What follows belongs to an exercise in optimizing a design on an open flow for small area, a short achievable clock period and few clock cycles per item; a production flow would make more cautious choices. RTL that was checked went through simulation tests only; none was proved equivalent to the original. Power figures rest on the tool's default switching activity, not on a simulated workload.

Setup of v6:
==> module ubc_enc, before the edit <==
module ubc_enc (
    input  wire        clk,
    input  wire        rst,
    input  wire        start,
    input  wire        in_valid,
    input  wire        in_end,
    input  wire [7:0]  in_data,
    output wire        in_ready,
    output wire        out_valid,
    output wire [20:0] out_data,
    input  wire        out_ready,
    output wire [1:0]  phase,
    output wire [31:0] in_count,
    output wire [31:0] out_count
);
    localparam [1:0] IDLE = 2'd0, BUSY = 2'd1, DONE = 2'd2;
    reg [1:0]  ph;
    reg        ending;        
    reg [1:0]  wcnt;          
    reg        tail;          
    reg        run;           
    reg        rfirst;        
    reg        rpend;         
    reg [7:0]  w0, w1;
    reg        e1;            
    reg [11:0] rc;
    reg        ov;
    reg [15:0] od;
    reg        hv, he;        
    reg [7:0]  hd;
    reg        rdy;           
    reg [31:0] in_cnt, out_cnt;
    function [15:0] u8(input [7:0] b);
        u8 = {8'h04, b};
    endfunction
    function [15:0] u12(input [11:0] n);
        u12 = {8'h4E + {4'd0, n[11:8]}, n[7:0]};
    endfunction
    function [15:0] apack(input [7:0] a, input [7:0] b);
        apack = {8'h5E + {2'd0, a[6], b[6], a[5:2]}, a[1:0], b[5:0]};
    endfunction
    wire busy   = (ph == BUSY);
    wire oflow  = !ov || out_ready;                   
    wire take   = in_valid && in_ready;
    wire xv     = hv || take;                         
    wire xe     = hv ? he : in_end;
    wire [7:0] xd = hv ? hd : in_data;
    wire flush  = busy && ending && !hv && (wcnt != 2'd0 || rpend);
    wire go     = (xv || flush) && oflow;
    wire fend   = xe || flush;                        
    wire newtx  = start && !busy;
    assign in_ready  = rdy;
    assign out_valid = ov;
    assign out_data  = {5'd0, od};
    assign phase     = ph;
    assign in_count  = in_cnt;
    assign out_count = out_cnt;
    wire [7:0] prev = (run || wcnt == 2'd1) ? w0 : w1;
    wire eqp    = (xd == prev);
    wire asc    = !w0[7] && !w1[7];
    wire full   = !run && !tail && wcnt == 2'd2;      
    wire runon  = eqp && rc != 12'd4095;
    wire runst  = eqp && e1;
    reg [15:0] s;
    always @(*) begin
        if (run)
            s = rfirst ? u8(w0) : u12(rc);
        else if (rpend)
            s = u12(12'd3);
        else if (tail)
            s = u12({w0[3:0], w1});
        else if (wcnt == 2'd2 && asc)
            s = apack(w0, w1);
        else if (wcnt == 2'd2 && !fend)
            s = u12({w0, w1[7:4]});
        else
            s = u8(w0);
    end
    reg        emit, n_run, n_first, n_pend, n_tail;
    reg [1:0]  n_wcnt;
    always @(*) begin
        n_first = 1'b0;
        n_pend  = 1'b0;
        if (fend) begin
            emit    = run || rpend || tail || wcnt != 2'd0;
            n_run   = 1'b0;
            n_pend  = run && rfirst;
            n_tail  = 1'b0;
            n_wcnt  = rpend ? wcnt : ((full && !asc) ? 2'd1 : 2'd0);
        end else if (run) begin
            emit    = rfirst || !runon;
            n_run   = runon;
            n_pend  = rfirst && !runon;
            n_tail  = 1'b0;
            n_wcnt  = 2'd1;
        end else if (tail) begin
            emit    = 1'b1;
            n_run   = 1'b0;
            n_tail  = 1'b0;
            n_wcnt  = 2'd1;
        end else if (wcnt != 2'd2) begin
            emit    = rpend;
            n_run   = 1'b0;
            n_tail  = 1'b0;
            n_wcnt  = wcnt + 2'd1;
        end else begin
            emit    = !runst;
            n_run   = runst;
            n_first = 1'b1;
            n_tail  = !runst && !asc;
            n_wcnt  = runst ? 2'd0 : (asc ? 2'd1 : 2'd2);
        end
    end
    wire       ov_n     = (ov && !out_ready) || (go && emit);
    wire       hv_n     = take ? !oflow : (hv && !oflow);
    wire       ending_n = ending || (take && in_end);
    wire       e_emit   = run || rpend || tail || wcnt != 2'd0;
    wire       fin_n    = go ? (fend && !e_emit)
                             : (ending && !hv && wcnt == 2'd0 && !rpend && !(ov && !out_ready));
    always @(posedge clk) begin
        if (rst) begin
            ph  <= IDLE;
            ov  <= 1'b0;
            hv  <= 1'b0;
            rdy <= 1'b0;
        end else if (newtx) begin
            rdy    <= 1'b1;
            ph     <= BUSY;
            ending <= 1'b0;
            wcnt   <= 2'd0;
            tail   <= 1'b0;
            run    <= 1'b0;
            rpend  <= 1'b0;
            hv     <= 1'b0;
            ov     <= 1'b0;
        end else begin
            ov     <= ov_n;
            hv     <= hv_n;
            ending <= ending_n;
            rdy    <= busy && !ending_n && !hv_n;
            if (busy && fin_n)
                ph <= DONE;
            if (go) begin
                run    <= n_run;
                rfirst <= n_first;
                rpend  <= n_pend;
                tail <= n_tail;
                wcnt <= n_wcnt;
            end
        end
    end
    always @(posedge clk) begin
        if (!hv) begin
            he <= in_end;
            hd <= in_data;
        end
        if (go) begin
            od <= s;
            w1 <= xd;
            e1 <= eqp;
            if (wcnt != 2'd1 || run || tail)
                w0 <= (full && !asc) ? w1 : xd;
            rc <= run ? rc + 12'd1 : 12'd3;
        end
    end
    reg inc_o, inc_i;
    always @(posedge clk) begin
        inc_o   <= go && emit && !newtx;
        inc_i   <= take && !in_end;
        in_cnt  <= newtx ? 32'd0 : in_cnt + {31'd0, inc_i};
        out_cnt <= newtx ? 32'd0 : out_cnt + {31'd0, inc_o};
    end
endmodule
clock: 6.0 ns
lec_check: 0
abc_clock_period_in_ps: 2500
cap_margin: 20
core_margin: 2
core_utilization: 40
cts_buf_list: sky130_fd_sc_hd__clkbuf_8
cts_cluster_diameter: 50
cts_cluster_size: 16
setup_slack_margin: 3.5
slew_margin: 20
standard.sh (not shown) runs the stock make flow with config.mk's settings and CLKGATE_MAP_FILE= SYNTH_SCRIPT=/design/flow/synth_recipe.tcl, a recipe that flattens the netlist after the stock synthesis.
==> flow/flow/run.sh <==
#!/bin/bash
# Standard layout, with plain buf_1 cells as the port buffers.
set -euo pipefail
export BUFFER_PORTS_ARGS="-buffer_cell sky130_fd_sc_hd__buf_1"
bash standard.sh > standard_flow.log 2>&1
v6: all stages complete, timing, DRC and antenna checks passed
Testbench counts of v6, summed over its fixed seeds: cycles 35,192, items 65,871.
diff inputs: v6 => v7
--- a/flow/design.v
+++ b/flow/design.v
@@ -23,5 +23,4 @@
     reg        rpend;         
     reg [7:0]  w0, w1;
-    reg        e1;            
     reg [11:0] rc;
     reg        ov;
@@ -29,4 +28,5 @@
     reg        hv, he;        
     reg [7:0]  hd;
+    reg        heq0, heq1;    
     reg        rdy;           
     reg [31:0] in_cnt, out_cnt;
@@ -56,10 +56,10 @@
     assign in_count  = in_cnt;
     assign out_count = out_cnt;
-    wire [7:0] prev = (run || wcnt == 2'd1) ? w0 : w1;
-    wire eqp    = (xd == prev);
+    wire eq0    = hv ? heq0 : (in_data == w0);
+    wire eq1    = hv ? heq1 : (in_data == w1);
     wire asc    = !w0[7] && !w1[7];
     wire full   = !run && !tail && wcnt == 2'd2;      
-    wire runon  = eqp && rc != 12'd4095;
-    wire runst  = eqp && e1;
+    wire runon  = eq0 && rc != 12'd4095;
+    wire runst  = eq1 && w0 == w1;
     reg [15:0] s;
     always @(*) begin
@@ -152,11 +152,12 @@
     always @(posedge clk) begin
         if (!hv) begin
-            he <= in_end;
-            hd <= in_data;
+            he   <= in_end;
+            hd   <= in_data;
+            heq0 <= (in_data == w0);
+            heq1 <= (in_data == w1);
         end
         if (go) begin
             od <= s;
             w1 <= xd;
-            e1 <= eqp;
             if (wcnt != 2'd1 || run || tail)
                 w0 <= (full && !asc) ? w1 : xd;
--- outcome ---
Re post-layout utilization of the core: v7 is 0.54 points up on v6.
v7 -> v6: netlist area before placement flat
Actual transition at the worst max-transition pin delta for v7 relative to v6: 160 ps higher
v6 → v7: sequential portion of the cell area dropped 0.42 points; final-layout worst hold slack dropped 7.1 ps.
From v6 to v7 the numbers moved as follows: share of the synthesized netlist area taken by xor and xnor gates +1.8 points, height of the die ~0 delta, routability-driven placement congestion ratio up 3.3%, cell count after placement went down, power consumption saw an increase.
Via count: v7 worse than v6
Testbench counts of v7, summed over its fixed seeds: cycles 35,192, items 65,871.

## old
ubc_codec with an RTL version that a note above also has.
For scale: about 290 flip-flops, ~250 I/O pins.
==> module ubc_dec, before the edit <==
module ubc_dec (
    input  wire        clk,
    input  wire        rst,
    input  wire        start,
    input  wire        mode,         
    input  wire        in_valid,
    input  wire        in_end,
    input  wire [20:0] in_data,
    output wire        in_ready,
    output wire        out_valid,
    output wire [7:0]  out_data,
    input  wire        out_ready,
    output wire [1:0]  phase,
    output wire [31:0] idx,
    output wire [31:0] out_count,
    output wire [1:0]  err_kind,
    output wire [31:0] err_idx,
    output wire [6:0]  err_sel
);
    localparam [1:0] IDLE = 2'd0, BUSY = 2'd1, DRAIN = 2'd2, DONE = 2'd3;
    localparam [1:0] C_OTHER = 2'd0, C_U8 = 2'd1, C_U12 = 2'd2, C_A = 2'd3;
    reg [1:0]  st;
    reg        rdy;          
    reg        cmode;
    reg        ending;       
    reg        fv, fe, flb;  
    reg [1:0]  fc;           
    reg [13:0] fp;           
    reg        pv;
    reg [1:0]  pc;           
    reg [31:0] pidx;         
    reg [11:0] P;            
    reg [11:0] S;            
    reg        em;           
    reg        isrun;        
    reg [1:0]  k;            
    reg        plast;        
    reg        addp;         
    reg [31:0] idx_r;
    reg [5:0]  ol0;          
    reg [5:0]  ol1;          
    reg [19:0] ohi;          
    reg        oc0, oc1;     
    reg [1:0]  kind;
    reg [2:0]  c1;
    wire hi0   = (in_data[20:16] == 5'd0);
    wire [6:0] t = in_data[15:9];
    wire is8   = hi0 && in_data[15:8] == 8'h04;
    wire is12  = hi0 && t >= 7'h27 && t <= 7'h2E;
    wire isA   = hi0 && t >= 7'h2F && t <= 7'h4E;
    wire isLB  = hi0 && (in_data[15:0] == 16'h000A || in_data[15:0] == 16'h000D);
    wire [4:0] dA = in_data[13:9] + 5'd17;      
    wire [1:0] cin = isA ? C_A : (is12 ? C_U12 : (is8 ? C_U8 : C_OTHER));
    wire [13:0] pin = {dA[4:3], isA ? dA[2:0] : in_data[11:9] + 3'd1, in_data[8:0]};
    reg dat_r;
    wire [31:0] idx_inc = idx_r + {31'd0, dat_r};
    wire act   = (st == BUSY);
    wire take  = in_valid && rdy;
    wire pgo   = fv && (!em || (out_ready && plast));  
    wire dat   = pgo && !fe && !flb && act;       
    wire lone  = pgo && fe && act && pv;          
    wire xfer  = em && out_ready;
    wire newtx = start && (st == IDLE || st == DONE);
    assign in_ready  = rdy;
    assign out_valid = em;
    assign out_data  = P[11:4];
    assign phase     = st;
    assign idx       = idx_r;
    assign out_count = {ohi, ol1, ol0};
    assign err_kind  = kind;
    assign err_idx   = pidx;
    assign err_sel   = {kind[0], c1, 1'b0, pc};
    wire pair_t3 = pc == C_U12 && fc == C_U12;
    wire pair_rn = pc == C_U8 && fc == C_U12;
    wire pair_p2 = pc == C_U8 && fc == C_U8;
    wire pair_ok = pair_t3 || pair_rn || pair_p2;
    wire f_dat = act && !fe && !flb;
    wire f_tok = f_dat && (pv ? pair_ok : fc == C_A) || act && fe && pv && pc == C_U8;
    wire f_em  = !cmode && f_tok && !(f_dat && pair_rn && fp[11:0] == 12'd0);
    wire f_err = f_dat && pv && !pair_ok;
    wire tok   = pgo && f_tok;
    wire fin   = ending && !fv && !em && !addp && !oc0 && !oc1;
    wire       busy_n   = newtx || ((st == BUSY || st == DRAIN) && !fin);
    wire [1:0] st_n     = newtx ? BUSY : ((st == BUSY || st == DRAIN) ?
                          (fin ? DONE : ((pgo && f_err) ? DRAIN : st)) : st);
    wire       em_n     = !newtx && (pgo ? f_em : (em && !(out_ready && plast)));
    wire       ending_n = newtx ? 1'b0 : (ending || (take && in_end));
    wire       fv_n     = newtx ? 1'b0 : (take || (fv && !pgo));
    always @(posedge clk) begin
        if (rst) begin
            st  <= IDLE;
            em  <= 1'b0;
            rdy <= 1'b0;
            fv  <= 1'b0;
        end else begin
            st  <= st_n;
            em  <= em_n;
            fv  <= fv_n;
            rdy <= busy_n && !ending_n && (!fv_n || !em_n);
        end
    end
    always @(posedge clk) begin
        if (!fv || pgo) begin
            fe  <= in_end;
            flb <= isLB;
            fc  <= cin;
            fp <= pin;
        end
        addp   <= tok && !newtx;
        ending <= ending_n;
        if (newtx) begin
            cmode <= mode;
            pv    <= 1'b0;
        end else if (dat) begin
            pv <= !pv && fc != C_A;
        end else if (lone) begin
            pv <= 1'b0;
        end
        if (newtx) begin
            kind <= 2'd0;
            c1   <= 3'd0;
        end else if (lone && pc != C_U8) begin
            kind <= 2'd2;
        end else if (dat && pv && !pair_ok) begin
            kind <= 2'd1;
            c1   <= (fc == C_A) ? {1'b1, fp[13:12]} : {1'b0, fc};
        end
        if (fv && f_dat && !pv) begin
            pidx <= idx_inc;
            pc   <= fc;
        end else if (fv && fe && act && !(pv && pc != C_U8)) begin
            pidx <= 32'd0;
            pc   <= 2'd0;
        end
        if (dat && !pv)
            P[11:4] <= (fc == C_A) ? {1'b0, fp[13], fp[11:6]} :
                       ((fc == C_U8) ? fp[7:0] : fp[11:4]);
        else if (xfer && !isrun)
            P[11:4] <= {P[3:0], S[11:8]};
        if (dat && (!pv || fc == C_U8))
            P[3:0] <= (fc == C_A) ? {1'b0, fp[12], fp[5:4]} :
                      ((fc == C_U8) ? (pv ? fp[7:4] : 4'd0) : fp[3:0]);
        else if (xfer && !isrun)
            P[3:0] <= S[7:4];
        if (pgo && act) begin
            S     <= fe ? 12'd1 : ((fc == C_U8 || fc == C_A) ? {fp[3:0], 8'd0} : fp[11:0]);
            isrun <= fe || pair_rn;
            k     <= (!fe && pv && pair_t3) ? 2'd2 : 2'd1;
            plast <= fe || (pair_rn && fp[11:0] == 12'd1);
        end else if (xfer) begin
            if (isrun)
                S <= S - 12'd1;
            else
                S <= {S[3:0], 8'd0};
            k     <= k - 2'd1;
            plast <= isrun ? (S == 12'd2) : (k == 2'd1);
        end
    end
    wire [11:0] amt = addp ? (isrun ? S : (k[1] ? 12'd3 : 12'd2)) : 12'd0;
    wire [6:0] s0 = {1'b0, ol0} + {1'b0, amt[5:0]};
    wire [6:0] s1 = {1'b0, ol1} + {1'b0, amt[11:6]} + {6'd0, oc0};
    always @(posedge clk) begin
        dat_r <= dat;
        idx_r <= newtx ? 32'd0 : idx_inc;
        ol0   <= newtx ? 6'd0 : s0[5:0];
        oc0   <= !newtx && s0[6];
        ol1   <= newtx ? 6'd0 : s1[5:0];
        oc1   <= !newtx && s1[6];
        ohi   <= newtx ? 20'd0 : ohi + {19'd0, oc1};
    end
endmodule
==> flow/config.mk <==
export PLATFORM = sky130hd
export DESIGN_NAME = ubc_codec
export DESIGN_NICKNAME = ubc_codec
export VERILOG_FILES = /design/flow/design.v
export SDC_FILE = /design/flow/constraint.sdc
export NUM_CORES = 4
export LEC_CHECK = 0
export ABC_CLOCK_PERIOD_IN_PS = 2500
export CAP_MARGIN = 20
export CORE_MARGIN = 2
export CORE_UTILIZATION = 40
export CTS_BUF_LIST = sky130_fd_sc_hd__clkbuf_8
export CTS_CLUSTER_DIAMETER = 50
export CTS_CLUSTER_SIZE = 16
export SETUP_SLACK_MARGIN = 3.4
export SLEW_MARGIN = 20
==> flow/constraint.sdc <==
create_clock -name core_clock -period 6.0 [get_ports {clk}]
set_input_delay 1.2000 -clock core_clock [delete_from_list [all_inputs] [get_ports {clk}]]
set_output_delay 1.2000 -clock core_clock [all_outputs]
set_load 0.01 [all_outputs]
Scripts as last shown in full above: flow/flow/run.sh
Testbench counts of old, summed over its fixed seeds: cycles 35,192, items 65,871.
The following lists how new was set up differently from old:
-- flow/design.v --
<<< old, line 300
            c1   <= (fc == C_A) ? {1'b1, fp[13:12]} : {1'b0, fc};
        end
        if (fv && f_dat && !pv) begin
            pidx <= idx_inc;
            pc   <= fc;
        end else if (fv && fe && act && !(pv && pc != C_U8)) begin
            pidx <= 32'd0;
            pc   <= 2'd0;
>>> new, line 300
            c1   <= (fc == C_A) ? {1'b1, fp[13:12]} : {1'b0, fc};
        end
        if (dat && !pv) begin
            pidx <= idx_inc;
            pc   <= fc;
        end else if (pgo && fe && act && !(pv && pc != C_U8)) begin
            pidx <= 32'd0;
            pc   <= 2'd0;
[summary]
When the final numbers for old and new were put side by side, the combinational power share turned out to be greater in old.
The higher clock network power share of old and new is in new.
old → new: number of nets at the end of the flow decreased 7, die area increased about 0.64%, required arrival time at the worst endpoint decreased 0.13 ns.
Looking at end point of the critical path, the u_dec.S[2] result is from old; the u_dec.pidx[25] one comes from new.
Taking old as the reference, in new worst stage delay on the critical path down 0.29 ns, total non-filler cell area in the finished layout increased 1.5%, multi-input gate share of the layout cell area dropped 0.17 points, cell-internal power climbed 190 µW.
old → new: count of clock-buffer cells in the layout shows a reduction of 10%; net switching power shows a reduction of about 1.6%; final cell utilization of the core shows an increase of 0.60 points.
new ends up with a detailed-route wire length that is 1.8% lower than in old.
Re wire length of the first global-routing pass: new is 1100 µm down on old.
Only the layout flow was run in new; the RTL was not checked for function there.

-- re-timing with driven ports --
The results above use ideal ports. As a check the final layouts listed here were re-extracted and re-timed, cells and wires unchanged.
Step 1 (the two cells are an assumption about what drives the block):
set clk [get_ports {clk}]
set_driving_cell -lib_cell sky130_fd_sc_hd__clkbuf_16 $clk
set_driving_cell -lib_cell sky130_fd_sc_hd__buf_2 [delete_from_list [all_inputs] $clk]
Step 2 also shifts input and output timing later by t, the mid clock arrival at the registers, as if the neighbouring blocks saw the same clock.
Slacks: ideal ports / drivers / drivers and shift; pairs: ideal ports / drivers.
| run | shift t [ns] | setup WS [ns] | worst setup path after step 2 |
|---|---|---|---|
| v6 | 0.573 | 3.587 / 3.542 / 3.050 | input to register |
| v7 | 0.621 | 3.568 / 3.522 / 3.025 | input to register |
| old | 0.579 | 3.552 / 3.514 / 2.995 | input to register |
| new | 0.605 | 3.452 / 3.476 / 2.872 | input to register |
After both steps setup and hold are still met in every run listed. For new, which loses most, drivers alone change the setup slack by +0.024 ns; drivers and shift together by -0.580 ns.
